From an optimization exercise on the open Yosys and OpenROAD flow, aimed at small area, a short achievable clock period and few clock cycles per item; shortcuts taken in it are not production practice.
Function was checked by simulation only, so behaviour that the tests miss may differ from the original.
Power and IR drop assume default switching activity.

==> flow/design.v (outline; a module is shown in full before it is edited, if it fits) <==
// module mont_mul: 215 lines
// module mont_start: 533 lines
// module mr_tester: 312 lines
module mr_tester (
    input  wire        clk,
    input  wire        rst,
    input  wire        start,
    input  wire [63:0] n_in,
    output reg         ready,
    output reg         done,
    output reg         prime,
    output reg         bad,
    output reg  [63:0] pw
);
  // ...
==> flow/run.sh <==
#!/bin/bash
# synth_recipe.tcl (not shown) runs the flow's synth.tcl, then flattens the netlist and writes it again
# the make line also repeats each setting of config.mk as NAME=value (left out here)
make -C /OpenROAD-flow-scripts/flow DESIGN_CONFIG=/design/flow/config.mk WORK_HOME=/design/flow/orfs CLKGATE_MAP_FILE= SYNTH_SCRIPT=/design/flow/synth_recipe.tcl finish
==> flow/config.mk <==
export PLATFORM = sky130hd
export DESIGN_NAME = mr_tester
export DESIGN_NICKNAME = mr_tester
export VERILOG_FILES = /design/flow/design.v
export SDC_FILE = /design/flow/constraint.sdc
export NUM_CORES = 4
export LEC_CHECK = 0
export CAP_MARGIN = 20
export CORE_MARGIN = 2
export CORE_UTILIZATION = 60
export SLEW_MARGIN = 20
==> flow/constraint.sdc <==
create_clock -name core_clock -period 10.0 [get_ports {clk}]
set_input_delay 2.0000 -clock core_clock [delete_from_list [all_inputs] [get_ports {clk}]]
set_output_delay 2.0000 -clock core_clock [all_outputs]
set_load 0.01 [all_outputs]
==> impl_metrics.py, run 1 <==
metrics = {
    "placed_design": {
        "portBuffers": 134,
    },
    "routing": {
        "wl_met3_um": 14230,
        "wl_met1_um": 59620,
        "drt-total-wl_um": 148600,
    },
    "cells_and_area": {
        "seq_share_pct": 23.97,
        "buffer_area_share_pct": 3.522,
    },
    "die": {
        "tap_cells": 1030,
        "start_util_pct": 60.65,
        "die_w_um": 281.1,
    },
    "power_and_ir_drop": {
        "switching_share_pct": 49.09,
        "pwr-share-comb_pct": 66.1,
        "max-vdd-ir-drop_uv": 669.7,
    },
    "timing": {
        "fmax_ghz": 0.1532,
        "rsz0062_at_grt": "no",
        "timing.setup.tns_ns": 0,
    },
    "clock_tree": {
        "clock_sinks": 462,
        "post_cts_buffers": 0,
    },
    "grt": {
        "antenna_found_initial": 4,
        "grt_pass1_vias": 36998,
        "grt_use_met2_pct": 60.49,
    },
    "logic_synthesis": {
        "ys_top_cells_by_area": "fa_1 25%, edfxtp_1 18%, dfxtp_1 8.2%, and2_1 6.3%, inv_1 5.9%",
        "synth_fp_nets": 5694,
        "syn_area_um2": 46060,
        "synthDistinctLibCells": 90,
        "synth-adder-area-share_pct": 29.22,
        "synth_common_cells": "726 x inv_1, 566 x fa_1, 467 x and2_1, 440 x nand2_1, 310 x nor2_1",
    },
    "setup_path": {
        "cpMostUsedCell": "xnor2_1",
        "cp_slowest_cell": "or4_1",
        "cp.depth": 24,
        "worstPathArrival_ns": 7.02,
    },
    "outcome": {
        "outcome": "no timing/DRC/antenna violations",
    },
    "hold_path": {
        "hp-start": "chk",
    },
}
Testbench counts, summed over its fixed seeds: cycles 147,300, tests 192.
==> module mont_start, before the edit <==
module mont_start (
    input  wire [7:0] bn,
    input  wire       conv,
    input  wire       dbl,
    input  wire [3:0] np,
    output wire [3:0] d0,
    output wire [3:0] d1,
    output reg  [7:0] db0,
    output reg  [3:0] dbn0,
    output reg  [3:0] q0
);
    assign d0 = conv ? 4'd1 : dbl ? {bn[2:0], 1'b0} : bn[3:0];
    assign d1 = conv ? 4'd0 : dbl ? bn[6:3] : bn[7:4];
    always @* db0 = d0 * bn;
    always @* dbn0 = d1 * bn[3:0];
    always @* begin
        case ({conv, dbl, np[3:1], bn[3:0]})
        9'd0: q0 = 4'd0;
        9'd1: q0 = 4'd1;
        9'd2: q0 = 4'd4;
        9'd3: q0 = 4'd9;
        9'd4: q0 = 4'd0;
        9'd5: q0 = 4'd9;
        9'd6: q0 = 4'd4;
        9'd7: q0 = 4'd1;
        9'd8: q0 = 4'd0;
        9'd9: q0 = 4'd1;
        9'd10: q0 = 4'd4;
        9'd11: q0 = 4'd9;
        9'd12: q0 = 4'd0;
        9'd13: q0 = 4'd9;
        9'd14: q0 = 4'd4;
        9'd15: q0 = 4'd1;
        9'd16: q0 = 4'd0;
        9'd17: q0 = 4'd3;
        9'd18: q0 = 4'd12;
        9'd19: q0 = 4'd11;
        9'd20: q0 = 4'd0;
        9'd21: q0 = 4'd11;
        9'd22: q0 = 4'd12;
        9'd23: q0 = 4'd3;
        9'd24: q0 = 4'd0;
        9'd25: q0 = 4'd3;
        9'd26: q0 = 4'd12;
        9'd27: q0 = 4'd11;
        9'd28: q0 = 4'd0;
        9'd29: q0 = 4'd11;
        9'd30: q0 = 4'd12;
        9'd31: q0 = 4'd3;
        9'd32: q0 = 4'd0;
        9'd33: q0 = 4'd5;
        9'd34: q0 = 4'd4;
        9'd35: q0 = 4'd13;
        9'd36: q0 = 4'd0;
        9'd37: q0 = 4'd13;
        9'd38: q0 = 4'd4;
        9'd39: q0 = 4'd5;
        9'd40: q0 = 4'd0;
        9'd41: q0 = 4'd5;
        9'd42: q0 = 4'd4;
        9'd43: q0 = 4'd13;
        9'd44: q0 = 4'd0;
        9'd45: q0 = 4'd13;
        9'd46: q0 = 4'd4;
        9'd47: q0 = 4'd5;
        9'd48: q0 = 4'd0;
        9'd49: q0 = 4'd7;
        9'd50: q0 = 4'd12;
        9'd51: q0 = 4'd15;
        9'd52: q0 = 4'd0;
        9'd53: q0 = 4'd15;
        9'd54: q0 = 4'd12;
        9'd55: q0 = 4'd7;
        9'd56: q0 = 4'd0;
        9'd57: q0 = 4'd7;
        9'd58: q0 = 4'd12;
        9'd59: q0 = 4'd15;
        9'd60: q0 = 4'd0;
        9'd61: q0 = 4'd15;
        9'd62: q0 = 4'd12;
        9'd63: q0 = 4'd7;
        9'd64: q0 = 4'd0;
        9'd65: q0 = 4'd9;
        9'd66: q0 = 4'd4;
        9'd67: q0 = 4'd1;
        9'd68: q0 = 4'd0;
        9'd69: q0 = 4'd1;
        9'd70: q0 = 4'd4;
        9'd71: q0 = 4'd9;
        9'd72: q0 = 4'd0;
        9'd73: q0 = 4'd9;
        9'd74: q0 = 4'd4;
        9'd75: q0 = 4'd1;
        9'd76: q0 = 4'd0;
        9'd77: q0 = 4'd1;
        9'd78: q0 = 4'd4;
        9'd79: q0 = 4'd9;
        9'd80: q0 = 4'd0;
        9'd81: q0 = 4'd11;
        9'd82: q0 = 4'd12;
        9'd83: q0 = 4'd3;
        9'd84: q0 = 4'd0;
        9'd85: q0 = 4'd3;
        9'd86: q0 = 4'd12;
        9'd87: q0 = 4'd11;
        9'd88: q0 = 4'd0;
        9'd89: q0 = 4'd11;
        9'd90: q0 = 4'd12;
        9'd91: q0 = 4'd3;
        9'd92: q0 = 4'd0;
        9'd93: q0 = 4'd3;
        9'd94: q0 = 4'd12;
        9'd95: q0 = 4'd11;
        9'd96: q0 = 4'd0;
        9'd97: q0 = 4'd13;
        9'd98: q0 = 4'd4;
        9'd99: q0 = 4'd5;
        9'd100: q0 = 4'd0;
        9'd101: q0 = 4'd5;
        9'd102: q0 = 4'd4;
        9'd103: q0 = 4'd13;
        9'd104: q0 = 4'd0;
        9'd105: q0 = 4'd13;
        9'd106: q0 = 4'd4;
        9'd107: q0 = 4'd5;
        9'd108: q0 = 4'd0;
        9'd109: q0 = 4'd5;
        9'd110: q0 = 4'd4;
        9'd111: q0 = 4'd13;
        9'd112: q0 = 4'd0;
        9'd113: q0 = 4'd15;
        9'd114: q0 = 4'd12;
        9'd115: q0 = 4'd7;
        9'd116: q0 = 4'd0;
        9'd117: q0 = 4'd7;
        9'd118: q0 = 4'd12;
        9'd119: q0 = 4'd15;
        9'd120: q0 = 4'd0;
        9'd121: q0 = 4'd15;
        9'd122: q0 = 4'd12;
        9'd123: q0 = 4'd7;
        9'd124: q0 = 4'd0;
        9'd125: q0 = 4'd7;
        9'd126: q0 = 4'd12;
        9'd127: q0 = 4'd15;
        9'd128: q0 = 4'd0;
        9'd129: q0 = 4'd2;
        9'd130: q0 = 4'd8;
        9'd131: q0 = 4'd2;
        9'd132: q0 = 4'd0;
        9'd133: q0 = 4'd2;
        9'd134: q0 = 4'd8;
        9'd135: q0 = 4'd2;
        9'd136: q0 = 4'd0;
        9'd137: q0 = 4'd2;
        9'd138: q0 = 4'd8;
        9'd139: q0 = 4'd2;
        9'd140: q0 = 4'd0;
        9'd141: q0 = 4'd2;
        9'd142: q0 = 4'd8;
        9'd143: q0 = 4'd2;
        9'd144: q0 = 4'd0;
        9'd145: q0 = 4'd6;
        9'd146: q0 = 4'd8;
        9'd147: q0 = 4'd6;
        9'd148: q0 = 4'd0;
        9'd149: q0 = 4'd6;
        9'd150: q0 = 4'd8;
        9'd151: q0 = 4'd6;
        9'd152: q0 = 4'd0;
        9'd153: q0 = 4'd6;
        9'd154: q0 = 4'd8;
        9'd155: q0 = 4'd6;
        9'd156: q0 = 4'd0;
        9'd157: q0 = 4'd6;
        9'd158: q0 = 4'd8;
        9'd159: q0 = 4'd6;
        9'd160: q0 = 4'd0;
        9'd161: q0 = 4'd10;
        9'd162: q0 = 4'd8;
        9'd163: q0 = 4'd10;
        9'd164: q0 = 4'd0;
        9'd165: q0 = 4'd10;
        9'd166: q0 = 4'd8;
        9'd167: q0 = 4'd10;
        9'd168: q0 = 4'd0;
        9'd169: q0 = 4'd10;
        9'd170: q0 = 4'd8;
        9'd171: q0 = 4'd10;
        9'd172: q0 = 4'd0;
        9'd173: q0 = 4'd10;
        9'd174: q0 = 4'd8;
        9'd175: q0 = 4'd10;
        9'd176: q0 = 4'd0;
        9'd177: q0 = 4'd14;
        9'd178: q0 = 4'd8;
        9'd179: q0 = 4'd14;
        9'd180: q0 = 4'd0;
        9'd181: q0 = 4'd14;
        9'd182: q0 = 4'd8;
        9'd183: q0 = 4'd14;
        9'd184: q0 = 4'd0;
        9'd185: q0 = 4'd14;
        9'd186: q0 = 4'd8;
        9'd187: q0 = 4'd14;
        9'd188: q0 = 4'd0;
        9'd189: q0 = 4'd14;
        9'd190: q0 = 4'd8;
        9'd191: q0 = 4'd14;
        9'd192: q0 = 4'd0;
        9'd193: q0 = 4'd2;
        9'd194: q0 = 4'd8;
        9'd195: q0 = 4'd2;
        9'd196: q0 = 4'd0;
        9'd197: q0 = 4'd2;
        9'd198: q0 = 4'd8;
        9'd199: q0 = 4'd2;
        9'd200: q0 = 4'd0;
        9'd201: q0 = 4'd2;
        9'd202: q0 = 4'd8;
        9'd203: q0 = 4'd2;
        9'd204: q0 = 4'd0;
        9'd205: q0 = 4'd2;
        9'd206: q0 = 4'd8;
        9'd207: q0 = 4'd2;
        9'd208: q0 = 4'd0;
        9'd209: q0 = 4'd6;
        9'd210: q0 = 4'd8;
        9'd211: q0 = 4'd6;
        9'd212: q0 = 4'd0;
        9'd213: q0 = 4'd6;
        9'd214: q0 = 4'd8;
        9'd215: q0 = 4'd6;
        9'd216: q0 = 4'd0;
        9'd217: q0 = 4'd6;
        9'd218: q0 = 4'd8;
        9'd219: q0 = 4'd6;
        9'd220: q0 = 4'd0;
        9'd221: q0 = 4'd6;
        9'd222: q0 = 4'd8;
        9'd223: q0 = 4'd6;
        9'd224: q0 = 4'd0;
        9'd225: q0 = 4'd10;
        9'd226: q0 = 4'd8;
        9'd227: q0 = 4'd10;
        9'd228: q0 = 4'd0;
        9'd229: q0 = 4'd10;
        9'd230: q0 = 4'd8;
        9'd231: q0 = 4'd10;
        9'd232: q0 = 4'd0;
        9'd233: q0 = 4'd10;
        9'd234: q0 = 4'd8;
        9'd235: q0 = 4'd10;
        9'd236: q0 = 4'd0;
        9'd237: q0 = 4'd10;
        9'd238: q0 = 4'd8;
        9'd239: q0 = 4'd10;
        9'd240: q0 = 4'd0;
        9'd241: q0 = 4'd14;
        9'd242: q0 = 4'd8;
        9'd243: q0 = 4'd14;
        9'd244: q0 = 4'd0;
        9'd245: q0 = 4'd14;
        9'd246: q0 = 4'd8;
        9'd247: q0 = 4'd14;
        9'd248: q0 = 4'd0;
        9'd249: q0 = 4'd14;
        9'd250: q0 = 4'd8;
        9'd251: q0 = 4'd14;
        9'd252: q0 = 4'd0;
        9'd253: q0 = 4'd14;
        9'd254: q0 = 4'd8;
        9'd255: q0 = 4'd14;
        9'd256: q0 = 4'd0;
        9'd257: q0 = 4'd1;
        9'd258: q0 = 4'd2;
        9'd259: q0 = 4'd3;
        9'd260: q0 = 4'd4;
        9'd261: q0 = 4'd5;
        9'd262: q0 = 4'd6;
        9'd263: q0 = 4'd7;
        9'd264: q0 = 4'd8;
        9'd265: q0 = 4'd9;
        9'd266: q0 = 4'd10;
        9'd267: q0 = 4'd11;
        9'd268: q0 = 4'd12;
        9'd269: q0 = 4'd13;
        9'd270: q0 = 4'd14;
        9'd271: q0 = 4'd15;
        9'd272: q0 = 4'd0;
        9'd273: q0 = 4'd3;
        9'd274: q0 = 4'd6;
        9'd275: q0 = 4'd9;
        9'd276: q0 = 4'd12;
        9'd277: q0 = 4'd15;
        9'd278: q0 = 4'd2;
        9'd279: q0 = 4'd5;
        9'd280: q0 = 4'd8;
        9'd281: q0 = 4'd11;
        9'd282: q0 = 4'd14;
        9'd283: q0 = 4'd1;
        9'd284: q0 = 4'd4;
        9'd285: q0 = 4'd7;
        9'd286: q0 = 4'd10;
        9'd287: q0 = 4'd13;
        9'd288: q0 = 4'd0;
        9'd289: q0 = 4'd5;
        9'd290: q0 = 4'd10;
        9'd291: q0 = 4'd15;
        9'd292: q0 = 4'd4;
        9'd293: q0 = 4'd9;
        9'd294: q0 = 4'd14;
        9'd295: q0 = 4'd3;
        9'd296: q0 = 4'd8;
        9'd297: q0 = 4'd13;
        9'd298: q0 = 4'd2;
        9'd299: q0 = 4'd7;
        9'd300: q0 = 4'd12;
        9'd301: q0 = 4'd1;
        9'd302: q0 = 4'd6;
        9'd303: q0 = 4'd11;
        9'd304: q0 = 4'd0;
        9'd305: q0 = 4'd7;
        9'd306: q0 = 4'd14;
        9'd307: q0 = 4'd5;
        9'd308: q0 = 4'd12;
        9'd309: q0 = 4'd3;
        9'd310: q0 = 4'd10;
        9'd311: q0 = 4'd1;
        9'd312: q0 = 4'd8;
        9'd313: q0 = 4'd15;
        9'd314: q0 = 4'd6;
        9'd315: q0 = 4'd13;
        9'd316: q0 = 4'd4;
        9'd317: q0 = 4'd11;
        9'd318: q0 = 4'd2;
        9'd319: q0 = 4'd9;
        9'd320: q0 = 4'd0;
        9'd321: q0 = 4'd9;
        9'd322: q0 = 4'd2;
        9'd323: q0 = 4'd11;
        9'd324: q0 = 4'd4;
        9'd325: q0 = 4'd13;
        9'd326: q0 = 4'd6;
        9'd327: q0 = 4'd15;
        9'd328: q0 = 4'd8;
        9'd329: q0 = 4'd1;
        9'd330: q0 = 4'd10;
        9'd331: q0 = 4'd3;
        9'd332: q0 = 4'd12;
        9'd333: q0 = 4'd5;
        9'd334: q0 = 4'd14;
        9'd335: q0 = 4'd7;
        9'd336: q0 = 4'd0;
        9'd337: q0 = 4'd11;
        9'd338: q0 = 4'd6;
        9'd339: q0 = 4'd1;
        9'd340: q0 = 4'd12;
        9'd341: q0 = 4'd7;
        9'd342: q0 = 4'd2;
        9'd343: q0 = 4'd13;
        9'd344: q0 = 4'd8;
        9'd345: q0 = 4'd3;
        9'd346: q0 = 4'd14;
        9'd347: q0 = 4'd9;
        9'd348: q0 = 4'd4;
        9'd349: q0 = 4'd15;
        9'd350: q0 = 4'd10;
        9'd351: q0 = 4'd5;
        9'd352: q0 = 4'd0;
        9'd353: q0 = 4'd13;
        9'd354: q0 = 4'd10;
        9'd355: q0 = 4'd7;
        9'd356: q0 = 4'd4;
        9'd357: q0 = 4'd1;
        9'd358: q0 = 4'd14;
        9'd359: q0 = 4'd11;
        9'd360: q0 = 4'd8;
        9'd361: q0 = 4'd5;
        9'd362: q0 = 4'd2;
        9'd363: q0 = 4'd15;
        9'd364: q0 = 4'd12;
        9'd365: q0 = 4'd9;
        9'd366: q0 = 4'd6;
        9'd367: q0 = 4'd3;
        9'd368: q0 = 4'd0;
        9'd369: q0 = 4'd15;
        9'd370: q0 = 4'd14;
        9'd371: q0 = 4'd13;
        9'd372: q0 = 4'd12;
        9'd373: q0 = 4'd11;
        9'd374: q0 = 4'd10;
        9'd375: q0 = 4'd9;
        9'd376: q0 = 4'd8;
        9'd377: q0 = 4'd7;
        9'd378: q0 = 4'd6;
        9'd379: q0 = 4'd5;
        9'd380: q0 = 4'd4;
        9'd381: q0 = 4'd3;
        9'd382: q0 = 4'd2;
        9'd383: q0 = 4'd1;
        9'd384: q0 = 4'd0;
        9'd385: q0 = 4'd1;
        9'd386: q0 = 4'd2;
        9'd387: q0 = 4'd3;
        9'd388: q0 = 4'd4;
        9'd389: q0 = 4'd5;
        9'd390: q0 = 4'd6;
        9'd391: q0 = 4'd7;
        9'd392: q0 = 4'd8;
        9'd393: q0 = 4'd9;
        9'd394: q0 = 4'd10;
        9'd395: q0 = 4'd11;
        9'd396: q0 = 4'd12;
        9'd397: q0 = 4'd13;
        9'd398: q0 = 4'd14;
        9'd399: q0 = 4'd15;
        9'd400: q0 = 4'd0;
        9'd401: q0 = 4'd3;
        9'd402: q0 = 4'd6;
        9'd403: q0 = 4'd9;
        9'd404: q0 = 4'd12;
        9'd405: q0 = 4'd15;
        9'd406: q0 = 4'd2;
        9'd407: q0 = 4'd5;
        9'd408: q0 = 4'd8;
        9'd409: q0 = 4'd11;
        9'd410: q0 = 4'd14;
        9'd411: q0 = 4'd1;
        9'd412: q0 = 4'd4;
        9'd413: q0 = 4'd7;
        9'd414: q0 = 4'd10;
        9'd415: q0 = 4'd13;
        9'd416: q0 = 4'd0;
        9'd417: q0 = 4'd5;
        9'd418: q0 = 4'd10;
        9'd419: q0 = 4'd15;
        9'd420: q0 = 4'd4;
        9'd421: q0 = 4'd9;
        9'd422: q0 = 4'd14;
        9'd423: q0 = 4'd3;
        9'd424: q0 = 4'd8;
        9'd425: q0 = 4'd13;
        9'd426: q0 = 4'd2;
        9'd427: q0 = 4'd7;
        9'd428: q0 = 4'd12;
        9'd429: q0 = 4'd1;
        9'd430: q0 = 4'd6;
        9'd431: q0 = 4'd11;
        9'd432: q0 = 4'd0;
        9'd433: q0 = 4'd7;
        9'd434: q0 = 4'd14;
        9'd435: q0 = 4'd5;
        9'd436: q0 = 4'd12;
        9'd437: q0 = 4'd3;
        9'd438: q0 = 4'd10;
        9'd439: q0 = 4'd1;
        9'd440: q0 = 4'd8;
        9'd441: q0 = 4'd15;
        9'd442: q0 = 4'd6;
        9'd443: q0 = 4'd13;
        9'd444: q0 = 4'd4;
        9'd445: q0 = 4'd11;
        9'd446: q0 = 4'd2;
        9'd447: q0 = 4'd9;
        9'd448: q0 = 4'd0;
        9'd449: q0 = 4'd9;
        9'd450: q0 = 4'd2;
        9'd451: q0 = 4'd11;
        9'd452: q0 = 4'd4;
        9'd453: q0 = 4'd13;
        9'd454: q0 = 4'd6;
        9'd455: q0 = 4'd15;
        9'd456: q0 = 4'd8;
        9'd457: q0 = 4'd1;
        9'd458: q0 = 4'd10;
        9'd459: q0 = 4'd3;
        9'd460: q0 = 4'd12;
        9'd461: q0 = 4'd5;
        9'd462: q0 = 4'd14;
        9'd463: q0 = 4'd7;
        9'd464: q0 = 4'd0;
        9'd465: q0 = 4'd11;
        9'd466: q0 = 4'd6;
        9'd467: q0 = 4'd1;
        9'd468: q0 = 4'd12;
        9'd469: q0 = 4'd7;
        9'd470: q0 = 4'd2;
        9'd471: q0 = 4'd13;
        9'd472: q0 = 4'd8;
        9'd473: q0 = 4'd3;
        9'd474: q0 = 4'd14;
        9'd475: q0 = 4'd9;
        9'd476: q0 = 4'd4;
        9'd477: q0 = 4'd15;
        9'd478: q0 = 4'd10;
        9'd479: q0 = 4'd5;
        9'd480: q0 = 4'd0;
        9'd481: q0 = 4'd13;
        9'd482: q0 = 4'd10;
        9'd483: q0 = 4'd7;
        9'd484: q0 = 4'd4;
        9'd485: q0 = 4'd1;
        9'd486: q0 = 4'd14;
        9'd487: q0 = 4'd11;
        9'd488: q0 = 4'd8;
        9'd489: q0 = 4'd5;
        9'd490: q0 = 4'd2;
        9'd491: q0 = 4'd15;
        9'd492: q0 = 4'd12;
        9'd493: q0 = 4'd9;
        9'd494: q0 = 4'd6;
        9'd495: q0 = 4'd3;
        9'd496: q0 = 4'd0;
        9'd497: q0 = 4'd15;
        9'd498: q0 = 4'd14;
        9'd499: q0 = 4'd13;
        9'd500: q0 = 4'd12;
        9'd501: q0 = 4'd11;
        9'd502: q0 = 4'd10;
        9'd503: q0 = 4'd9;
        9'd504: q0 = 4'd8;
        9'd505: q0 = 4'd7;
        9'd506: q0 = 4'd6;
        9'd507: q0 = 4'd5;
        9'd508: q0 = 4'd4;
        9'd509: q0 = 4'd3;
        9'd510: q0 = 4'd2;
        9'd511: q0 = 4'd1;
        default: q0 = 4'd0;
        endcase
    end
endmodule
==> module mr_tester, before the edit <==
module mr_tester (
    input  wire        clk,
    input  wire        rst,
    input  wire        start,
    input  wire [63:0] n_in,
    output reg         ready,
    output reg         done,
    output reg         prime,
    output reg         bad,
    output reg  [63:0] pw
);
    localparam W  = 4;
    localparam W2 = 2 * W;
    localparam BX = W * 33 + 1;             
    localparam S_IDLE = 3'd0;
    localparam S_CHK  = 3'd1;
    localparam S_CHK2 = 3'd2;
    localparam S_ABS  = 3'd3;
    localparam S_DBL  = 3'd4;
    localparam S_RUN  = 3'd5;
    localparam S_FIN  = 3'd6;
    localparam OP_LAD = 2'd0;    
    localparam OP_CV0 = 2'd1;    
    localparam OP_SQ2 = 2'd2;    
    localparam OP_CV2 = 2'd3;    
    reg [2:0]   state;
    reg [1:0]   op;
    reg         dm;          
    reg         dmode;       
    reg         conv;        
    reg [5:0]   it;          
    reg [5:0]   len;         
    reg [4:0]   dix;         
    reg [5:0]   idx;         
    reg [6:0]   rem;         
    reg [5:0]   kk;          
    reg [5:0]   j2;          
    reg [6:0]   v;           
    reg [6:0]   dleft;       
    reg [2:0]   jcnt;        
    reg [6:0]   blen;        
    reg [5:0]   kz;          
    reg         chk;         
    reg         first;       
    reg         lastcv;      
    reg [63:0]   n;
    reg [64:0]   b;          
    reg [65:0]   s;
    reg [65:0]   c;
    reg [W-1:0]  xl;
    reg [W-1:1]  yl;
    reg [W-1:0]  dg;         
    reg [W-1:0]  dn;         
    reg [W-1:0]  qg;         
    reg [W2-1:0] db;         
    reg [W-1:0]  dbn;        
    reg [W-1:0]  np;         
    reg [7:0]    e1r;        
    reg [7:0]    emr;        
    wire st_idle = (state == S_IDLE);
    wire st_chk  = (state == S_CHK);
    wire st_chk2 = (state == S_CHK2);
    wire st_abs  = (state == S_ABS);
    wire st_dbl  = (state == S_DBL);
    wire st_run  = (state == S_RUN);
    wire st_fin  = (state == S_FIN);
    reg [6:0] blen_c;
    reg [5:0] kz_c;
    integer i;
    always @* begin
        blen_c = 7'd0;
        for (i = 0; i < 64; i = i + 1)
            if (n[i]) blen_c = i + 1;
        kz_c = 6'd0;
        for (i = 63; i >= 1; i = i - 1)
            if (n[i]) kz_c = i;
    end
    wire [63:0] mask;        
    assign mask[63] = n[63];
    genvar g;
    generate
        for (g = 0; g < 63; g = g + 1) begin : g_mask
            assign mask[g] = mask[g+1] | n[g];
        end
    endgenerate
    wire [63:0] r0 = (~n & mask) | 64'd1;                  
    wire        badn = !n[0] || (n[63:1] == 63'd0);
    wire [6:0]  lsteps = (blen + 7'd3 + W - 1) / W;
    wire [6:0]  dl0 = W * lsteps - blen;
    wire [2:0]  jmax = (blen >= 7'd40) ? 3'd5 : 3'd4;
    wire [W-1:0] inv1 = n[W-1:0];
    wire [W-1:0] inv2 = inv1 * (2 - n[W-1:0] * inv1);
    wire [W-1:0] inv3 = inv2 * (2 - n[W-1:0] * inv2);
    wire [W-1:0] npc = 0 - inv3;
    wire nbit = n[idx];
    reg  nb;                 
    wire        cy = |xl | |yl;
    wire [66:0] cpaw = {s, 1'b1} + {c, cy | dm};             
    wire [65:0] cpa = cpaw[66:1];
    wire        neg = cpa[65];
    wire [64:0] dres = neg ? s[64:0] : cpa[64:0];           
    wire        dbl_now = (st_abs || st_dbl) && (dleft != 7'd0);
    wire [63:0] nm1 = {n[63:1], 1'b0};
    wire [7:0]  e1c, emc;
    generate
        for (g = 0; g < 8; g = g + 1) begin : g_eq
            assign e1c[g] = (cpa[8*g+7:8*g] == ((g == 0) ? 8'd1 : 8'd0));
            assign emc[g] = (cpa[8*g+7:8*g] == nm1[8*g+7:8*g]);
        end
    endgenerate
    wire dbl_end = st_dbl && (dleft == 7'd0);
    wire go      = dbl_end || st_fin;
    wire ld_cpa  = st_fin && (op == OP_LAD || op == OP_SQ2);
    wire go_conv = (dbl_end && rem == 7'd0) ||
                   (st_fin && op == OP_LAD && rem == 7'd0) ||
                   (st_fin && op == OP_SQ2);
    wire go_dbl  = !go_conv && nb && (dbl_end || (st_fin && op == OP_LAD));
    wire [W2-1:0] lo = s[W2-1:0] + c[W2-1:0] + {{(W2-1){1'b0}}, cy};
    wire [W2-1:0] bn = ld_cpa ? lo : b[W2-1:0];
    wire [W-1:0]  d0, d1, dbn0, q0;
    wire [W2-1:0] db0;
    mont_start u_ms (
        .bn(bn), .conv(go_conv), .dbl(go_dbl), .np(np),
        .d0(d0), .d1(d1), .db0(db0), .dbn0(dbn0), .q0(q0)
    );
    wire [BX-1:0] bx = {{(BX-66){1'b0}}, b, 1'b0};
    wire [W:0]    win = bx[dix * W +: W + 1];
    wire [W-1:0]  dfetch = conv ? {W{1'b0}} : (dmode ? win[W-1:0] : win[W:1]);
    wire [W2-1:0] dbnext = dn * b[W2-1:0];
    wire [W-1:0]  dbnn = dfetch * b[W-1:0];
    wire [65:0]  so, co;
    wire [W-1:0] xlo, qn;
    wire [W-1:1] ylo;
    mont_mul u_mm (
        .s(s), .c(c), .xl(xl), .yl(yl), .b(b), .n(n),
        .d(dg), .q(qg), .db(db), .dbn(dbn), .np(np),
        .so(so), .co(co), .xlo(xlo), .ylo(ylo), .qn(qn)
    );
    always @(posedge clk) begin
        if (st_idle)
            n <= n_in;
        if (st_chk) begin
            b    <= {1'b0, r0};
            np   <= npc;
            blen <= blen_c;
            kz   <= kz_c;
        end else if (dbl_now)
            b <= dres;
        else if (ld_cpa)
            b <= cpa[64:0];
        if (st_chk || (st_fin && op == OP_CV0))
            pw <= st_chk ? 64'd0 : cpa[63:0];
        if (st_run) begin
            s  <= so;
            c  <= co;
            xl <= xlo;
            yl <= ylo;
        end else begin
            xl <= {W{1'b0}};
            yl <= {(W-1){1'b0}};
            if (dbl_now) begin
                s <= {dres, 1'b0};
                c <= {2'b11, ~n};
            end else if ((st_chk2 || st_abs || st_dbl) && !go) begin
                s <= {b, 1'b0};
                c <= {2'b11, ~n};
            end else begin
                s <= 66'd0;
                c <= 66'd0;
            end
        end
        e1r <= e1c;
        nb  <= nbit;
        emr <= emc;
        if (go) begin
            dg <= d0;
            dn <= d1;
            db  <= db0;
            dbn <= dbn0;
            qg  <= q0;
        end else begin
            dg <= dn;
            dn <= dfetch;
            db  <= dbnext;
            dbn <= dbnn;
            qg  <= qn;
        end
    end
    always @(posedge clk) begin
        if (rst) begin
            state <= S_IDLE;
            ready <= 1'b1;
            done  <= 1'b0;
            dm    <= 1'b0;
            chk   <= 1'b0;
        end else begin
            done <= 1'b0;
            if (go) begin
                it    <= len - 6'd1;
                dix   <= 5'd2;
                conv  <= go_conv;
                dmode <= go_dbl;
            end else begin
                it  <= it - 6'd1;
                dix <= dix + 5'd1;
            end
            case (state)
            S_IDLE: begin
                if (start) begin
                    state <= S_CHK;
                    ready <= 1'b0;
                end
            end
            S_CHK: begin
                if (badn) begin
                    done  <= 1'b1;
                    bad   <= 1'b1;
                    prime <= 1'b0;
                    ready <= 1'b1;
                    state <= S_IDLE;
                end else begin
                    state <= S_CHK2;
                end
            end
            S_CHK2: begin
                len   <= lsteps[5:0];
                dleft <= dl0;
                idx   <= blen[5:0] - 6'd1;
                rem   <= blen - {1'b0, kz};
                kk    <= kz;
                jcnt  <= jmax;
                v     <= 7'd0;
                dm    <= 1'b1;
                state <= S_ABS;
            end
            S_ABS: begin
                if (jcnt != 3'd0 && rem != 7'd0) begin
                    v     <= {v[5:0], nbit};
                    idx   <= idx - 6'd1;
                    rem   <= rem - 7'd1;
                    jcnt  <= jcnt - 3'd1;
                    dleft <= dleft - {6'd0, dleft != 7'd0};
                end else begin
                    dleft <= dleft - {6'd0, dleft != 7'd0} + v;
                    state <= S_DBL;
                end
            end
            S_DBL: begin
                if (dleft != 7'd0) begin
                    dleft <= dleft - 7'd1;
                end else begin
                    dm    <= 1'b0;
                    state <= S_RUN;
                    op    <= (rem == 7'd0) ? OP_CV0 : OP_LAD;
                    if (rem != 7'd0) begin
                        idx <= idx - 6'd1;
                        rem <= rem - 7'd1;
                    end
                end
            end
            S_RUN: begin
                chk <= 1'b0;
                if (it == 6'd0)
                    state <= S_FIN;
                if (chk) begin
                    if ((&emr) || (first && (&e1r)) || (&e1r) || lastcv) begin
                        done  <= 1'b1;
                        bad   <= 1'b0;
                        prime <= (&emr) || (first && (&e1r));
                        ready <= 1'b1;
                        state <= S_IDLE;
                    end
                end
            end
            S_FIN: begin
                state <= S_RUN;
                case (op)
                OP_LAD: begin
                    if (rem == 7'd0) begin
                        op <= OP_CV0;
                    end else begin
                        idx <= idx - 6'd1;
                        rem <= rem - 7'd1;
                    end
                end
                OP_CV0: begin
                    chk    <= 1'b1;
                    first  <= 1'b1;
                    lastcv <= (kk == 6'd1);
                    op     <= OP_SQ2;
                    j2     <= kk - 6'd2;
                end
                OP_SQ2: begin
                    op <= OP_CV2;
                end
                OP_CV2: begin
                    chk    <= 1'b1;
                    first  <= 1'b0;
                    lastcv <= (j2 == 6'd0);
                    op     <= OP_SQ2;
                    j2     <= j2 - 6'd1;
                end
                endcase
            end
            default: begin
                state <= S_IDLE;
                ready <= 1'b1;
            end
            endcase
        end
    end
endmodule
==> run 2, diff against run 1 <==
--- a/flow/design.v
+++ b/flow/design.v
@@ -228,3 +228,526 @@
     assign d1 = conv ? 4'd0 : dbl ? bn[6:3] : bn[7:4];
-    always @* db0 = d0 * bn;
+    reg [7:0] sq, sqd;
+    always @* begin
+        case (bn)
+        8'd0: sq = 8'd0;
+        8'd1: sq = 8'd1;
+        8'd2: sq = 8'd4;
+        8'd3: sq = 8'd9;
+        8'd4: sq = 8'd16;
+        8'd5: sq = 8'd25;
+        8'd6: sq = 8'd36;
+        8'd7: sq = 8'd49;
+        8'd8: sq = 8'd64;
+        8'd9: sq = 8'd81;
+        8'd10: sq = 8'd100;
+        8'd11: sq = 8'd121;
+        8'd12: sq = 8'd144;
+        8'd13: sq = 8'd169;
+        8'd14: sq = 8'd196;
+        8'd15: sq = 8'd225;
+        8'd16: sq = 8'd0;
+        8'd17: sq = 8'd17;
+        8'd18: sq = 8'd36;
+        8'd19: sq = 8'd57;
+        8'd20: sq = 8'd80;
+        8'd21: sq = 8'd105;
+        8'd22: sq = 8'd132;
+        8'd23: sq = 8'd161;
+        8'd24: sq = 8'd192;
+        8'd25: sq = 8'd225;
+        8'd26: sq = 8'd4;
+        8'd27: sq = 8'd41;
+        8'd28: sq = 8'd80;
+        8'd29: sq = 8'd121;
+        8'd30: sq = 8'd164;
+        8'd31: sq = 8'd209;
+        8'd32: sq = 8'd0;
+        8'd33: sq = 8'd33;
+        8'd34: sq = 8'd68;
+        8'd35: sq = 8'd105;
+        8'd36: sq = 8'd144;
+        8'd37: sq = 8'd185;
+        8'd38: sq = 8'd228;
+        8'd39: sq = 8'd17;
+        8'd40: sq = 8'd64;
+        8'd41: sq = 8'd113;
+        8'd42: sq = 8'd164;
+        8'd43: sq = 8'd217;
+        8'd44: sq = 8'd16;
+        8'd45: sq = 8'd73;
+        8'd46: sq = 8'd132;
+        8'd47: sq = 8'd193;
+        8'd48: sq = 8'd0;
+        8'd49: sq = 8'd49;
+        8'd50: sq = 8'd100;
+        8'd51: sq = 8'd153;
+        8'd52: sq = 8'd208;
+        8'd53: sq = 8'd9;
+        8'd54: sq = 8'd68;
+        8'd55: sq = 8'd129;
+        8'd56: sq = 8'd192;
+        8'd57: sq = 8'd1;
+        8'd58: sq = 8'd68;
+        8'd59: sq = 8'd137;
+        8'd60: sq = 8'd208;
+        8'd61: sq = 8'd25;
+        8'd62: sq = 8'd100;
+        8'd63: sq = 8'd177;
+        8'd64: sq = 8'd0;
+        8'd65: sq = 8'd65;
+        8'd66: sq = 8'd132;
+        8'd67: sq = 8'd201;
+        8'd68: sq = 8'd16;
+        8'd69: sq = 8'd89;
+        8'd70: sq = 8'd164;
+        8'd71: sq = 8'd241;
+        8'd72: sq = 8'd64;
+        8'd73: sq = 8'd145;
+        8'd74: sq = 8'd228;
+        8'd75: sq = 8'd57;
+        8'd76: sq = 8'd144;
+        8'd77: sq = 8'd233;
+        8'd78: sq = 8'd68;
+        8'd79: sq = 8'd161;
+        8'd80: sq = 8'd0;
+        8'd81: sq = 8'd81;
+        8'd82: sq = 8'd164;
+        8'd83: sq = 8'd249;
+        8'd84: sq = 8'd80;
+        8'd85: sq = 8'd169;
+        8'd86: sq = 8'd4;
+        8'd87: sq = 8'd97;
+        8'd88: sq = 8'd192;
+        8'd89: sq = 8'd33;
+        8'd90: sq = 8'd132;
+        8'd91: sq = 8'd233;
+        8'd92: sq = 8'd80;
+        8'd93: sq = 8'd185;
+        8'd94: sq = 8'd36;
+        8'd95: sq = 8'd145;
+        8'd96: sq = 8'd0;
+        8'd97: sq = 8'd97;
+        8'd98: sq = 8'd196;
+        8'd99: sq = 8'd41;
+        8'd100: sq = 8'd144;
+        8'd101: sq = 8'd249;
+        8'd102: sq = 8'd100;
+        8'd103: sq = 8'd209;
+        8'd104: sq = 8'd64;
+        8'd105: sq = 8'd177;
+        8'd106: sq = 8'd36;
+        8'd107: sq = 8'd153;
+        8'd108: sq = 8'd16;
+        8'd109: sq = 8'd137;
+        8'd110: sq = 8'd4;
+        8'd111: sq = 8'd129;
+        8'd112: sq = 8'd0;
+        8'd113: sq = 8'd113;
+        8'd114: sq = 8'd228;
+        8'd115: sq = 8'd89;
+        8'd116: sq = 8'd208;
+        8'd117: sq = 8'd73;
+        8'd118: sq = 8'd196;
+        8'd119: sq = 8'd65;
+        8'd120: sq = 8'd192;
+        8'd121: sq = 8'd65;
+        8'd122: sq = 8'd196;
+        8'd123: sq = 8'd73;
+        8'd124: sq = 8'd208;
+        8'd125: sq = 8'd89;
+        8'd126: sq = 8'd228;
+        8'd127: sq = 8'd113;
+        8'd128: sq = 8'd0;
+        8'd129: sq = 8'd129;
+        8'd130: sq = 8'd4;
+        8'd131: sq = 8'd137;
+        8'd132: sq = 8'd16;
+        8'd133: sq = 8'd153;
+        8'd134: sq = 8'd36;
+        8'd135: sq = 8'd177;
+        8'd136: sq = 8'd64;
+        8'd137: sq = 8'd209;
+        8'd138: sq = 8'd100;
+        8'd139: sq = 8'd249;
+        8'd140: sq = 8'd144;
+        8'd141: sq = 8'd41;
+        8'd142: sq = 8'd196;
+        8'd143: sq = 8'd97;
+        8'd144: sq = 8'd0;
+        8'd145: sq = 8'd145;
+        8'd146: sq = 8'd36;
+        8'd147: sq = 8'd185;
+        8'd148: sq = 8'd80;
+        8'd149: sq = 8'd233;
+        8'd150: sq = 8'd132;
+        8'd151: sq = 8'd33;
+        8'd152: sq = 8'd192;
+        8'd153: sq = 8'd97;
+        8'd154: sq = 8'd4;
+        8'd155: sq = 8'd169;
+        8'd156: sq = 8'd80;
+        8'd157: sq = 8'd249;
+        8'd158: sq = 8'd164;
+        8'd159: sq = 8'd81;
+        8'd160: sq = 8'd0;
+        8'd161: sq = 8'd161;
+        8'd162: sq = 8'd68;
+        8'd163: sq = 8'd233;
+        8'd164: sq = 8'd144;
+        8'd165: sq = 8'd57;
+        8'd166: sq = 8'd228;
+        8'd167: sq = 8'd145;
+        8'd168: sq = 8'd64;
+        8'd169: sq = 8'd241;
+        8'd170: sq = 8'd164;
+        8'd171: sq = 8'd89;
+        8'd172: sq = 8'd16;
+        8'd173: sq = 8'd201;
+        8'd174: sq = 8'd132;
+        8'd175: sq = 8'd65;
+        8'd176: sq = 8'd0;
+        8'd177: sq = 8'd177;
+        8'd178: sq = 8'd100;
+        8'd179: sq = 8'd25;
+        8'd180: sq = 8'd208;
+        8'd181: sq = 8'd137;
+        8'd182: sq = 8'd68;
+        8'd183: sq = 8'd1;
+        8'd184: sq = 8'd192;
+        8'd185: sq = 8'd129;
+        8'd186: sq = 8'd68;
+        8'd187: sq = 8'd9;
+        8'd188: sq = 8'd208;
+        8'd189: sq = 8'd153;
+        8'd190: sq = 8'd100;
+        8'd191: sq = 8'd49;
+        8'd192: sq = 8'd0;
+        8'd193: sq = 8'd193;
+        8'd194: sq = 8'd132;
+        8'd195: sq = 8'd73;
+        8'd196: sq = 8'd16;
+        8'd197: sq = 8'd217;
+        8'd198: sq = 8'd164;
+        8'd199: sq = 8'd113;
+        8'd200: sq = 8'd64;
+        8'd201: sq = 8'd17;
+        8'd202: sq = 8'd228;
+        8'd203: sq = 8'd185;
+        8'd204: sq = 8'd144;
+        8'd205: sq = 8'd105;
+        8'd206: sq = 8'd68;
+        8'd207: sq = 8'd33;
+        8'd208: sq = 8'd0;
+        8'd209: sq = 8'd209;
+        8'd210: sq = 8'd164;
+        8'd211: sq = 8'd121;
+        8'd212: sq = 8'd80;
+        8'd213: sq = 8'd41;
+        8'd214: sq = 8'd4;
+        8'd215: sq = 8'd225;
+        8'd216: sq = 8'd192;
+        8'd217: sq = 8'd161;
+        8'd218: sq = 8'd132;
+        8'd219: sq = 8'd105;
+        8'd220: sq = 8'd80;
+        8'd221: sq = 8'd57;
+        8'd222: sq = 8'd36;
+        8'd223: sq = 8'd17;
+        8'd224: sq = 8'd0;
+        8'd225: sq = 8'd225;
+        8'd226: sq = 8'd196;
+        8'd227: sq = 8'd169;
+        8'd228: sq = 8'd144;
+        8'd229: sq = 8'd121;
+        8'd230: sq = 8'd100;
+        8'd231: sq = 8'd81;
+        8'd232: sq = 8'd64;
+        8'd233: sq = 8'd49;
+        8'd234: sq = 8'd36;
+        8'd235: sq = 8'd25;
+        8'd236: sq = 8'd16;
+        8'd237: sq = 8'd9;
+        8'd238: sq = 8'd4;
+        8'd239: sq = 8'd1;
+        8'd240: sq = 8'd0;
+        8'd241: sq = 8'd241;
+        8'd242: sq = 8'd228;
+        8'd243: sq = 8'd217;
+        8'd244: sq = 8'd208;
+        8'd245: sq = 8'd201;
+        8'd246: sq = 8'd196;
+        8'd247: sq = 8'd193;
+        8'd248: sq = 8'd192;
+        8'd249: sq = 8'd193;
+        8'd250: sq = 8'd196;
+        8'd251: sq = 8'd201;
+        8'd252: sq = 8'd208;
+        8'd253: sq = 8'd217;
+        8'd254: sq = 8'd228;
+        8'd255: sq = 8'd241;
+        default: sq = 8'd0;
+        endcase
+    end
+    always @* begin
+        case (bn)
+        8'd0: sqd = 8'd0;
+        8'd1: sqd = 8'd2;
+        8'd2: sqd = 8'd8;
+        8'd3: sqd = 8'd18;
+        8'd4: sqd = 8'd32;
+        8'd5: sqd = 8'd50;
+        8'd6: sqd = 8'd72;
+        8'd7: sqd = 8'd98;
+        8'd8: sqd = 8'd0;
+        8'd9: sqd = 8'd18;
+        8'd10: sqd = 8'd40;
+        8'd11: sqd = 8'd66;
+        8'd12: sqd = 8'd96;
+        8'd13: sqd = 8'd130;
+        8'd14: sqd = 8'd168;
+        8'd15: sqd = 8'd210;
+        8'd16: sqd = 8'd0;
+        8'd17: sqd = 8'd34;
+        8'd18: sqd = 8'd72;
+        8'd19: sqd = 8'd114;
+        8'd20: sqd = 8'd160;
+        8'd21: sqd = 8'd210;
+        8'd22: sqd = 8'd8;
+        8'd23: sqd = 8'd66;
+        8'd24: sqd = 8'd0;
+        8'd25: sqd = 8'd50;
+        8'd26: sqd = 8'd104;
+        8'd27: sqd = 8'd162;
+        8'd28: sqd = 8'd224;
+        8'd29: sqd = 8'd34;
+        8'd30: sqd = 8'd104;
+        8'd31: sqd = 8'd178;
+        8'd32: sqd = 8'd0;
+        8'd33: sqd = 8'd66;
+        8'd34: sqd = 8'd136;
+        8'd35: sqd = 8'd210;
+        8'd36: sqd = 8'd32;
+        8'd37: sqd = 8'd114;
+        8'd38: sqd = 8'd200;
+        8'd39: sqd = 8'd34;
+        8'd40: sqd = 8'd0;
+        8'd41: sqd = 8'd82;
+        8'd42: sqd = 8'd168;
+        8'd43: sqd = 8'd2;
+        8'd44: sqd = 8'd96;
+        8'd45: sqd = 8'd194;
+        8'd46: sqd = 8'd40;
+        8'd47: sqd = 8'd146;
+        8'd48: sqd = 8'd0;
+        8'd49: sqd = 8'd98;
+        8'd50: sqd = 8'd200;
+        8'd51: sqd = 8'd50;
+        8'd52: sqd = 8'd160;
+        8'd53: sqd = 8'd18;
+        8'd54: sqd = 8'd136;
+        8'd55: sqd = 8'd2;
+        8'd56: sqd = 8'd0;
+        8'd57: sqd = 8'd114;
+        8'd58: sqd = 8'd232;
+        8'd59: sqd = 8'd98;
+        8'd60: sqd = 8'd224;
+        8'd61: sqd = 8'd98;
+        8'd62: sqd = 8'd232;
+        8'd63: sqd = 8'd114;
+        8'd64: sqd = 8'd0;
+        8'd65: sqd = 8'd130;
+        8'd66: sqd = 8'd8;
+        8'd67: sqd = 8'd146;
+        8'd68: sqd = 8'd32;
+        8'd69: sqd = 8'd178;
+        8'd70: sqd = 8'd72;
+        8'd71: sqd = 8'd226;
+        8'd72: sqd = 8'd0;
+        8'd73: sqd = 8'd146;
+        8'd74: sqd = 8'd40;
+        8'd75: sqd = 8'd194;
+        8'd76: sqd = 8'd96;
+        8'd77: sqd = 8'd2;
+        8'd78: sqd = 8'd168;
+        8'd79: sqd = 8'd82;
+        8'd80: sqd = 8'd0;
+        8'd81: sqd = 8'd162;
+        8'd82: sqd = 8'd72;
+        8'd83: sqd = 8'd242;
+        8'd84: sqd = 8'd160;
+        8'd85: sqd = 8'd82;
+        8'd86: sqd = 8'd8;
+        8'd87: sqd = 8'd194;
+        8'd88: sqd = 8'd0;
+        8'd89: sqd = 8'd178;
+        8'd90: sqd = 8'd104;
+        8'd91: sqd = 8'd34;
+        8'd92: sqd = 8'd224;
+        8'd93: sqd = 8'd162;
+        8'd94: sqd = 8'd104;
+        8'd95: sqd = 8'd50;
+        8'd96: sqd = 8'd0;
+        8'd97: sqd = 8'd194;
+        8'd98: sqd = 8'd136;
+        8'd99: sqd = 8'd82;
+        8'd100: sqd = 8'd32;
+        8'd101: sqd = 8'd242;
+        8'd102: sqd = 8'd200;
+        8'd103: sqd = 8'd162;
+        8'd104: sqd = 8'd0;
+        8'd105: sqd = 8'd210;
+        8'd106: sqd = 8'd168;
+        8'd107: sqd = 8'd130;
+        8'd108: sqd = 8'd96;
+        8'd109: sqd = 8'd66;
+        8'd110: sqd = 8'd40;
+        8'd111: sqd = 8'd18;
+        8'd112: sqd = 8'd0;
+        8'd113: sqd = 8'd226;
+        8'd114: sqd = 8'd200;
+        8'd115: sqd = 8'd178;
+        8'd116: sqd = 8'd160;
+        8'd117: sqd = 8'd146;
+        8'd118: sqd = 8'd136;
+        8'd119: sqd = 8'd130;
+        8'd120: sqd = 8'd0;
+        8'd121: sqd = 8'd242;
+        8'd122: sqd = 8'd232;
+        8'd123: sqd = 8'd226;
+        8'd124: sqd = 8'd224;
+        8'd125: sqd = 8'd226;
+        8'd126: sqd = 8'd232;
+        8'd127: sqd = 8'd242;
+        8'd128: sqd = 8'd0;
+        8'd129: sqd = 8'd2;
+        8'd130: sqd = 8'd8;
+        8'd131: sqd = 8'd18;
+        8'd132: sqd = 8'd32;
+        8'd133: sqd = 8'd50;
+        8'd134: sqd = 8'd72;
+        8'd135: sqd = 8'd98;
+        8'd136: sqd = 8'd0;
+        8'd137: sqd = 8'd18;
+        8'd138: sqd = 8'd40;
+        8'd139: sqd = 8'd66;
+        8'd140: sqd = 8'd96;
+        8'd141: sqd = 8'd130;
+        8'd142: sqd = 8'd168;
+        8'd143: sqd = 8'd210;
+        8'd144: sqd = 8'd0;
+        8'd145: sqd = 8'd34;
+        8'd146: sqd = 8'd72;
+        8'd147: sqd = 8'd114;
+        8'd148: sqd = 8'd160;
+        8'd149: sqd = 8'd210;
+        8'd150: sqd = 8'd8;
+        8'd151: sqd = 8'd66;
+        8'd152: sqd = 8'd0;
+        8'd153: sqd = 8'd50;
+        8'd154: sqd = 8'd104;
+        8'd155: sqd = 8'd162;
+        8'd156: sqd = 8'd224;
+        8'd157: sqd = 8'd34;
+        8'd158: sqd = 8'd104;
+        8'd159: sqd = 8'd178;
+        8'd160: sqd = 8'd0;
+        8'd161: sqd = 8'd66;
+        8'd162: sqd = 8'd136;
+        8'd163: sqd = 8'd210;
+        8'd164: sqd = 8'd32;
+        8'd165: sqd = 8'd114;
+        8'd166: sqd = 8'd200;
+        8'd167: sqd = 8'd34;
+        8'd168: sqd = 8'd0;
+        8'd169: sqd = 8'd82;
+        8'd170: sqd = 8'd168;
+        8'd171: sqd = 8'd2;
+        8'd172: sqd = 8'd96;
+        8'd173: sqd = 8'd194;
+        8'd174: sqd = 8'd40;
+        8'd175: sqd = 8'd146;
+        8'd176: sqd = 8'd0;
+        8'd177: sqd = 8'd98;
+        8'd178: sqd = 8'd200;
+        8'd179: sqd = 8'd50;
+        8'd180: sqd = 8'd160;
+        8'd181: sqd = 8'd18;
+        8'd182: sqd = 8'd136;
+        8'd183: sqd = 8'd2;
+        8'd184: sqd = 8'd0;
+        8'd185: sqd = 8'd114;
+        8'd186: sqd = 8'd232;
+        8'd187: sqd = 8'd98;
+        8'd188: sqd = 8'd224;
+        8'd189: sqd = 8'd98;
+        8'd190: sqd = 8'd232;
+        8'd191: sqd = 8'd114;
+        8'd192: sqd = 8'd0;
+        8'd193: sqd = 8'd130;
+        8'd194: sqd = 8'd8;
+        8'd195: sqd = 8'd146;
+        8'd196: sqd = 8'd32;
+        8'd197: sqd = 8'd178;
+        8'd198: sqd = 8'd72;
+        8'd199: sqd = 8'd226;
+        8'd200: sqd = 8'd0;
+        8'd201: sqd = 8'd146;
+        8'd202: sqd = 8'd40;
+        8'd203: sqd = 8'd194;
+        8'd204: sqd = 8'd96;
+        8'd205: sqd = 8'd2;
+        8'd206: sqd = 8'd168;
+        8'd207: sqd = 8'd82;
+        8'd208: sqd = 8'd0;
+        8'd209: sqd = 8'd162;
+        8'd210: sqd = 8'd72;
+        8'd211: sqd = 8'd242;
+        8'd212: sqd = 8'd160;
+        8'd213: sqd = 8'd82;
+        8'd214: sqd = 8'd8;
+        8'd215: sqd = 8'd194;
+        8'd216: sqd = 8'd0;
+        8'd217: sqd = 8'd178;
+        8'd218: sqd = 8'd104;
+        8'd219: sqd = 8'd34;
+        8'd220: sqd = 8'd224;
+        8'd221: sqd = 8'd162;
+        8'd222: sqd = 8'd104;
+        8'd223: sqd = 8'd50;
+        8'd224: sqd = 8'd0;
+        8'd225: sqd = 8'd194;
+        8'd226: sqd = 8'd136;
+        8'd227: sqd = 8'd82;
+        8'd228: sqd = 8'd32;
+        8'd229: sqd = 8'd242;
+        8'd230: sqd = 8'd200;
+        8'd231: sqd = 8'd162;
+        8'd232: sqd = 8'd0;
+        8'd233: sqd = 8'd210;
+        8'd234: sqd = 8'd168;
+        8'd235: sqd = 8'd130;
+        8'd236: sqd = 8'd96;
+        8'd237: sqd = 8'd66;
+        8'd238: sqd = 8'd40;
+        8'd239: sqd = 8'd18;
+        8'd240: sqd = 8'd0;
+        8'd241: sqd = 8'd226;
+        8'd242: sqd = 8'd200;
+        8'd243: sqd = 8'd178;
+        8'd244: sqd = 8'd160;
+        8'd245: sqd = 8'd146;
+        8'd246: sqd = 8'd136;
+        8'd247: sqd = 8'd130;
+        8'd248: sqd = 8'd0;
+        8'd249: sqd = 8'd242;
+        8'd250: sqd = 8'd232;
+        8'd251: sqd = 8'd226;
+        8'd252: sqd = 8'd224;
+        8'd253: sqd = 8'd226;
+        8'd254: sqd = 8'd232;
+        8'd255: sqd = 8'd242;
+        default: sqd = 8'd0;
+        endcase
+    end
+    always @* db0 = conv ? bn : dbl ? sqd : sq;
     always @* dbn0 = d1 * bn[3:0];
@@ -799,2 +1322,3 @@
     reg [W-1:1]  yl;
+    reg          cyr;        
     reg [W-1:0]  dg;         
@@ -845,3 +1369,3 @@
     wire        cy = |xl | |yl;
-    wire [66:0] cpaw = {s, 1'b1} + {c, cy | dm};             
+    wire [66:0] cpaw = {s, 1'b1} + {c, cyr | dm};            
     wire [65:0] cpa = cpaw[66:1];
@@ -865,3 +1389,3 @@
     wire go_dbl  = !go_conv && nb && (dbl_end || (st_fin && op == OP_LAD));
-    wire [W2-1:0] lo = s[W2-1:0] + c[W2-1:0] + {{(W2-1){1'b0}}, cy};
+    wire [W2-1:0] lo = s[W2-1:0] + c[W2-1:0] + {{(W2-1){1'b0}}, cyr};
     wire [W2-1:0] bn = ld_cpa ? lo : b[W2-1:0];
@@ -905,2 +1429,3 @@
             yl <= ylo;
+            cyr <= |xlo | |ylo;
         end else begin
@@ -908,2 +1433,3 @@
             yl <= {(W-1){1'b0}};
+            cyr <= 1'b0;
             if (dbl_now) begin
--- a/flow/config.mk
+++ b/flow/config.mk
@@ -10,2 +10,4 @@
 export CORE_UTILIZATION = 60
+export SETUP_SLACK_MARGIN = 5
 export SLEW_MARGIN = 20
+export TNS_END_PERCENT = 5
==> run 2 against run 1 <==
  * Via count up 6.2%
  * Critical endpoint is now qg[3]
  * Design area rose by 3.0%
  * Flip-flop and latch count grew 1
  * Clock power up 5%
  * Combinational power increased by about 20%
  * First-iteration DRC count rose by 16%
  * Synthesized cell count up 4.2%
  * Wire length grew 8.4%
  * Largest cell class unchanged
==> impl_metrics.py, run 2 <==
metrics = {
    "die": {
        "die-height_um": 282.9,
        "core.rowCount": 102,
        "core_um2": 77210,
        "die_w_um": 282.9,
        "start_util_pct": 60.44,
        "pin_count": 135,
        "die-area_um2": 80020,
    },
    "routing": {
        "route.detailed.drc": 0,
        "drt-total-wl_um": 161000,
        "via_per_inst": 6.305,
        "via_count": 39114,
        "wl_per_cell_um": 25.95,
        "drt_iter0_drc": 4477,
        "drt_first_pass_iters": 6,
        "final_antenna_net_count": 0,
    },
    "logic_synthesis": {
        "synth.top_cell.area_share_pct": 23.94,
        "yosysSeqAreaShare_pct": 25.74,
        "synth_ff_type": "edfxtp_1",
        "async_flop_share_pct": 0,
        "synthCells": 5098,
        "ys_top_cells_by_area": "fa_1 24%, edfxtp_1 18%, dfxtp_1 8.1%, and2_1 6.0%, inv_1 5.8%",
        "yosysMostFrequentCell": "inv_1",
        "synth_area_per_cell_um2": 9.153,
        "syn_area_um2": 46660,
        "ys_warn_count": 3,
        "synth_edf_count": 274,
        "synth_fp_nets": 5885,
        "yosys.area.top_type": "fa_1",
        "synthDistinctLibCells": 89,
        "synth_seq_cells": 463,
        "synth_common_cells": "725 x inv_1, 558 x fa_1, 444 x and2_1, 444 x nand2_1, 318 x nor2_1",
    },
    "timing": {
        "slew_headroom_pct": 19.52,
        "skew_ns": 0.03748,
        "fin_crit_ns": 5.428,
        "finalHoldViolCount": 0,
        "timing.setup.tns_ns": 0,
        "worst_slew_pin_slew_ns": 1.199,
        "fin_crit_sh_pct": 54.28,
        "drv_slew": 0,
        "rsz0062_at_grt": "yes",
        "setup_violations": 0,
        "fmax_ghz": 0.1842,
    },
    "grt": {
        "grt_use_total_pct": 40.85,
        "grt_pass1_vias": 38711,
        "grt_max_degree": 131,
        "grt_pass1_wl_um": 243000,
        "antenna_found_initial": 4,
        "grt_remaining_overflow": 0,
    },
    "placed_design": {
        "place_hpwl_um": 112100,
        "portBuffers": 134,
        "place_area_um2": 48940,
        "gp_congestion": 0.9897,
    },
    "power_and_ir_drop": {
        "power.static_leakage_nw": 21.98,
        "max-vdd-ir-drop_uv": 836.1,
        "power_density_nw_per_um2": 325.3,
    },
    "setup_path": {
        "crit_required_ns": 10.55,
        "r2r_start": "qg[2]",
        "reg2reg_depth": 21,
        "r2r_setup_slack_ns": 4.57,
        "critical_path_class": "reg -> reg",
        "cp-start-kind": "flip-flop",
        "r2r-end": "qg[3]",
        "crit_path_end_kind": "flip-flop",
        "cp_max_fo": 9,
        "worstPathArrival_ns": 5.98,
    },
    "cells_and_area": {
        "nNetsFinal": 5899,
        "drive_gt1_share_pct": 6.724,
        "design_area_um2": 51590,
        "reg.largest.list": "c (66), s (66), b (65)",
        "post-route-util_pct": 66.82,
        "final_common_cell": "inv_1",
        "layout_common_cells": "722 x inv_1, 558 x fa_1, 441 x and2_1",
        "area_growth_pct": 10.56,
    },
    "outcome": {
        "outcome": "no timing/DRC/antenna violations",
    },
    "hold_path": {
        "worst_hold_path.endpoint": "kk[2]",
        "hold_class": "reg -> reg",
        "holdPathStages": 0,
        "hp-start": "kz[2]",
    },
    "clock_tree": {
        "cts-root-buf": "clkbuf_16",
        "clock_path_buffers": 3,
        "cts_tree": "done",
        "clkTransAtPathRegs_ns": 0.06,
        "clock_sinks": 463,
        "cts_buffers": 57,
        "cts_max_level": 2,
        "clock_latency_ns": 0.67,
    },
    "run": {
        "maxCapViolations": 0,
    },
}
## run 2: worst max-delay path, cell delays in order (launching register included)
cell	delay [ns]
dfxtp_4	0.42
buf_4	0.21
buf_4	0.25
nand2_1	0.11
inv_1	0.10
fa_1	0.42
fa_1	0.51
inv_1	0.05
fa_1	0.48
fa_1	0.51
inv_1	0.04
ha_1	0.33
o21a_1	0.15
o21a_1	0.21
nor2_2	0.16
xnor3_2	0.37
xnor2_2	0.18
mux2i_1	0.09
mux4_2	0.44
nand2_1	0.07
o21ai_1	0.07
a22oi_1	0.17
## run 2: area by class of cell
cell class | count | area, um^2
Tap cell | 1040 | 1301
Clock buffer | 70 | 1515
Multi-Input combinational cell | 3603 | 30980
Timing Repair Buffer | 260 | 2519
Clock inverter | 38 | 501.7
Sequential cell | 463 | 12030
Antenna cell | 3 | 7.507
Inverter | 727 | 2730
Fill cell | 6406 | 25620
## run 2: timing repair
action	in CTS	in global routing
hold buffers	0	0
resized for setup	39	2
setup endpoints to repair	121	104
cloned	7	0
buffers inserted	28	7
pin swaps	17	7
## run 2: cell families after synthesis
| family | after synthesis | synth area share [%] |
|---|---|---|
| XOR/XNOR | 222 | 4.314 |
| other | 2 | 0.01609 |
| AND/OR/NAND/NOR | 1594 | 17.15 |
| buffers and inverters | 1033 | 8.347 |
| flip-flops | 463 | 25.74 |
| multiplexers | 82 | 2.992 |
| adder cells (fa/ha/maj) | 720 | 28.28 |
| AO/OA/AOI/OAI | 982 | 13.15 |
## run 2: routing by layer
layer	global-route usage, %	wire, um
met1	55.58	62200
met2	61.71	70170
met3	10.46	19640
met4	18.71	8932
met5	0	48
## run 2: worst max path at each step
stage	from	to
3_5_place_dp	qg[2]	qg[3]
4_1_cts	n[2]	qg[3]
3_3_place_gp	qg[2]	qg[3]
5_1_grt	n[2]	qg[3]
2_1_floorplan	n[2]	qg[3]
6_report	qg[2]	qg[3]
## run 2: stage by stage
| stage | hold WS, ns | cells | total power [mW] | worst slack, ns |
|---|---|---|---|---|
| after floorplan | 0.4264 | 5098 | 10.44 | 4.287 |
| after global placement | 0.4349 | 6050 | 13.21 | 3.625 |
| after detailed placement | 0.4369 | 6051 | 13.41 | 3.584 |
| after CTS | 0.4461 | 6194 | 16.57 | 4.602 |
| after global routing | 0.4565 | 6201 | 18.35 | 4.383 |
| final | 0.4445 | 6204 | 16.78 | 4.572 |
## run 2: report_power, final
| group | switching, mW | internal [mW] |
|---|---|---|
| Clock | 0.938 | 1.34 |
| Sequential | 0.399 | 2.34 |
| Combinational | 6.77 | 5.00 |
Testbench counts of run 2, summed over its fixed seeds: cycles 147,300, tests 192.
==> run 3, diff against run 2 <==
--- a/flow/design.v
+++ b/flow/design.v
@@ -1325,2 +1325,3 @@
     reg [W-1:0]  dn;         
+    reg [W-1:0]  dn2;        
     reg [W-1:0]  qg;         
@@ -1389,4 +1390,6 @@
     wire go_dbl  = !go_conv && nb && (dbl_end || (st_fin && op == OP_LAD));
-    wire [W2-1:0] lo = s[W2-1:0] + c[W2-1:0] + {{(W2-1){1'b0}}, cyr};
-    wire [W2-1:0] bn = ld_cpa ? lo : b[W2-1:0];
+    wire [3*W-1:0] lo = s[3*W-1:0] + c[3*W-1:0] + {{(3*W-1){1'b0}}, cyr};
+    wire [3*W-1:0] bn3 = ld_cpa ? lo : b[3*W-1:0];
+    wire [W2-1:0] bn = bn3[W2-1:0];
+    wire [W-1:0]  d2 = go_conv ? {W{1'b0}} : go_dbl ? bn3[3*W-2:W2-1] : bn3[3*W-1:W2];
     wire [W-1:0]  d0, d1, dbn0, q0;
@@ -1401,3 +1404,3 @@
     wire [W2-1:0] dbnext = dn * b[W2-1:0];
-    wire [W-1:0]  dbnn = dfetch * b[W-1:0];
+    wire [W-1:0]  dbnn = dn2 * b[W-1:0];
     wire [65:0]  so, co;
@@ -1451,2 +1454,3 @@
             dn <= d1;
+            dn2 <= d2;
             db  <= db0;
@@ -1456,3 +1460,4 @@
             dg <= dn;
-            dn <= dfetch;
+            dn <= dn2;
+            dn2 <= dfetch;
             db  <= dbnext;
@@ -1473,3 +1478,3 @@
                 it    <= len - 6'd1;
-                dix   <= 5'd2;
+                dix   <= 5'd3;
                 conv  <= go_conv;
==> run 3 against run 2 <==
  * Still clean
  * Flip-flop and latch count increased by 4
  * Die area increased by 1.1%
  * Wire length about the same
  * Synthesized cell count increased by 0.14%
  * First-iteration DRC count increased by 1.5%
  * Worst hold slack improved by 0.022 ns
  * Design area increased by 0.52%
  * Critical path type unchanged
  * Critical endpoint unchanged
  * Largest cell class unchanged
==> impl_metrics.py, run 3 <==
metrics = {
    "logic_synthesis": {
        "synthCells": 5105,
        "synth_seq_cells": 467,
        "synth_fp_nets": 5892,
        "yosysSeqAreaShare_pct": 25.63,
        "syn_area_um2": 47180,
        "yosys.area.top_type": "fa_1",
        "async_flop_share_pct": 0,
        "synth.top_cell.area_share_pct": 23.68,
        "synth_area_per_cell_um2": 9.241,
        "synth_ff_type": "edfxtp_1",
    },
    "clock_tree": {
        "clock_path_buffers": 3,
        "cts-root-buf": "clkbuf_16",
        "clkTransAtPathRegs_ns": 0.06,
        "cts_max_level": 2,
    },
    "timing": {
        "drv_slew": 0,
        "timing.setup.tns_ns": 0,
        "rsz0062_at_grt": "yes",
        "fin_crit_ns": 5.188,
        "finalHoldViolCount": 0,
        "skew_ns": 0.03602,
    },
    "setup_path": {
        "worstPathArrival_ns": 5.68,
        "r2r_setup_slack_ns": 4.81,
        "crit_required_ns": 10.49,
        "reg2reg_depth": 18,
        "r2r_start": "qg[3]",
    },
    "grt": {
        "antenna_found_initial": 10,
        "grt_use_total_pct": 40.01,
        "grt_max_degree": 80,
        "grt_pass1_vias": 39294,
    },
    "die": {
        "start_util_pct": 60.80,
        "die_w_um": 284.4,
        "core.rowCount": 102,
        "core_um2": 77590,
    },
    "cells_and_area": {
        "drive_gt1_share_pct": 7.411,
        "post-route-util_pct": 66.83,
        "fillers": 6484,
        "area_growth_pct": 9.919,
        "final_common_cell": "inv_1",
    },
    "placed_design": {
        "gp_congestion": 0.9768,
        "portBuffers": 134,
        "dpl.cell_count": 6042,
        "post-place-ws_ns": 3.924,
    },
    "power_and_ir_drop": {
        "clock_power_share_pct": 13.4,
        "seq_power_share_pct": 17.2,
    },
    "routing": {
        "via_count": 39214,
        "drt_iter0_drc": 4545,
    },
    "hold_path": {
        "worst_hold_path.endpoint": "chk",
    },
    "outcome": {
        "outcome": "no timing/DRC/antenna violations",
    },
    "run": {
        "maxCapViolations": 0,
    },
}
==> run 3: cell type report <==
| cell class | count | area [um^2] | share of cell area [%] |
|---|---|---|---|
| Antenna cell | 6 | 15.01 | 0.02895 |
| Clock buffer | 80 | 1604 | 3.093 |
| Clock inverter | 27 | 224.0 | 0.4319 |
| Inverter | 731 | 2748 | 5.298 |
| Multi-Input combinational cell | 3602 | 31420 | 60.59 |
| Sequential cell | 467 | 12120 | 23.37 |
| Tap cell | 1040 | 1301 | 2.509 |
| Timing Repair Buffer | 261 | 2430 | 4.686 |
==> run 3: metal layers <==
metal / global-route usage [%] / share of wire [%] / routed length (um)
met1: 54.34 / 39 / 62080
met2: 61.52 / 45 / 72050
met3: 9.270 / 12 / 18600
met4: 17.72 / 5.1 / 8238
met5: 0 / 0.023 / 37
==> run 3: how the worst max path moves through the flow <==
stage              from    end  slack [ns]  depth (start not counted)
2_1_floorplan  state[0]   n[0]        4.38                          3
3_3_place_gp      qg[1]  qg[3]        4.00                         16
3_5_place_dp      qg[1]  qg[3]        3.92                         16
4_1_cts            n[2]  qg[3]        4.93                         20
5_1_grt           qg[3]  qg[3]        4.66                         18
6_report          qg[3]  qg[3]        4.81                         18
==> run 3: stage by stage <==
step | power [mW] | cell area (um^2)
2_1_floorplan | 9.055 | 47180
3_3_place_gp | 11.34 | 49240
3_5_place_dp | 11.48 | 49240
4_1_cts | 14.61 | 51670
5_1_grt | 16.84 | 51850
6_report | 15.68 | 51860
==> run 3: power by group through the flow <==
stage	logic [mW]	registers, mW	clock network, mW
final	10.9	2.70	2.11
after global routing	11.9	2.72	2.19
after CTS	9.81	2.69	2.11
after detailed placement	8.66	2.82	0
after global placement	8.52	2.81	0
after floorplan	6.57	2.48	0
==> run 3: logic make-up after synthesis <==
kind of cell | Yosys count | synth area share, %
AOI/OAI and AO/OA | 921 | 12.52
xor gates and xnor gates | 229 | 4.341
adders and majority gates | 720 | 27.97
buffers and inverters | 1036 | 8.431
DFF | 467 | 25.63
muxes | 139 | 4.291
other | 2 | 0.01592
and+or+nand+nor | 1591 | 16.79
==> run 3: repair_timing <==
action / in CTS / in global routing
gates resized for setup: 31 / 27
hold buffers: 0 / 0
pin swaps: 15 / 16
gates cloned: 2 / 0
hold endpoints to repair: 0 / 0
buffers inserted: 48 / 8
setup endpoints to repair: 3 / 25
==> run 3: worst max-delay path, stage by stage (launching register included) <==
cell and delay (ns):
dfxtp_2 0.38, buf_8 0.50, nand2_1 0.29, fa_1 0.55
inv_1 0.05, fa_1 0.46, fa_1 0.58, ha_1 0.24
ha_2 0.19, o21a_4 0.21, o21a_4 0.21, buf_4 0.14
nor2_4 0.14, nand2_1 0.12, a21boi_1 0.17, xor2_1 0.15
mux4_2 0.47, a21oi_2 0.14, nor2_1 0.04
Testbench counts of run 3, summed over its fixed seeds: cycles 147,300, tests 192.

afterwards: timing with drivers on the ports:
No port has a modelled driver above. Below, the same layouts with a new extraction and two added sets of constraints. Step 1 assumes that a clkbuf_16 drives the clock port and a buf_2 every other input. Step 2 also shifts input and output timing later by t, the mid clock arrival at the registers, as if the neighbouring blocks saw the same clock. Three values: ideal ports, drivers, drivers and shift; two values: the first two.
run | shift t [ns] | slack for setup (ns)
run 1 | 0.714 | 3.473 / 3.473 / 3.473
run 2 | 0.716 | 4.572 / 4.572 / 4.572
run 3 | 0.716 | 4.812 / 4.812 / 4.812
After both steps every run listed still meets setup and hold.
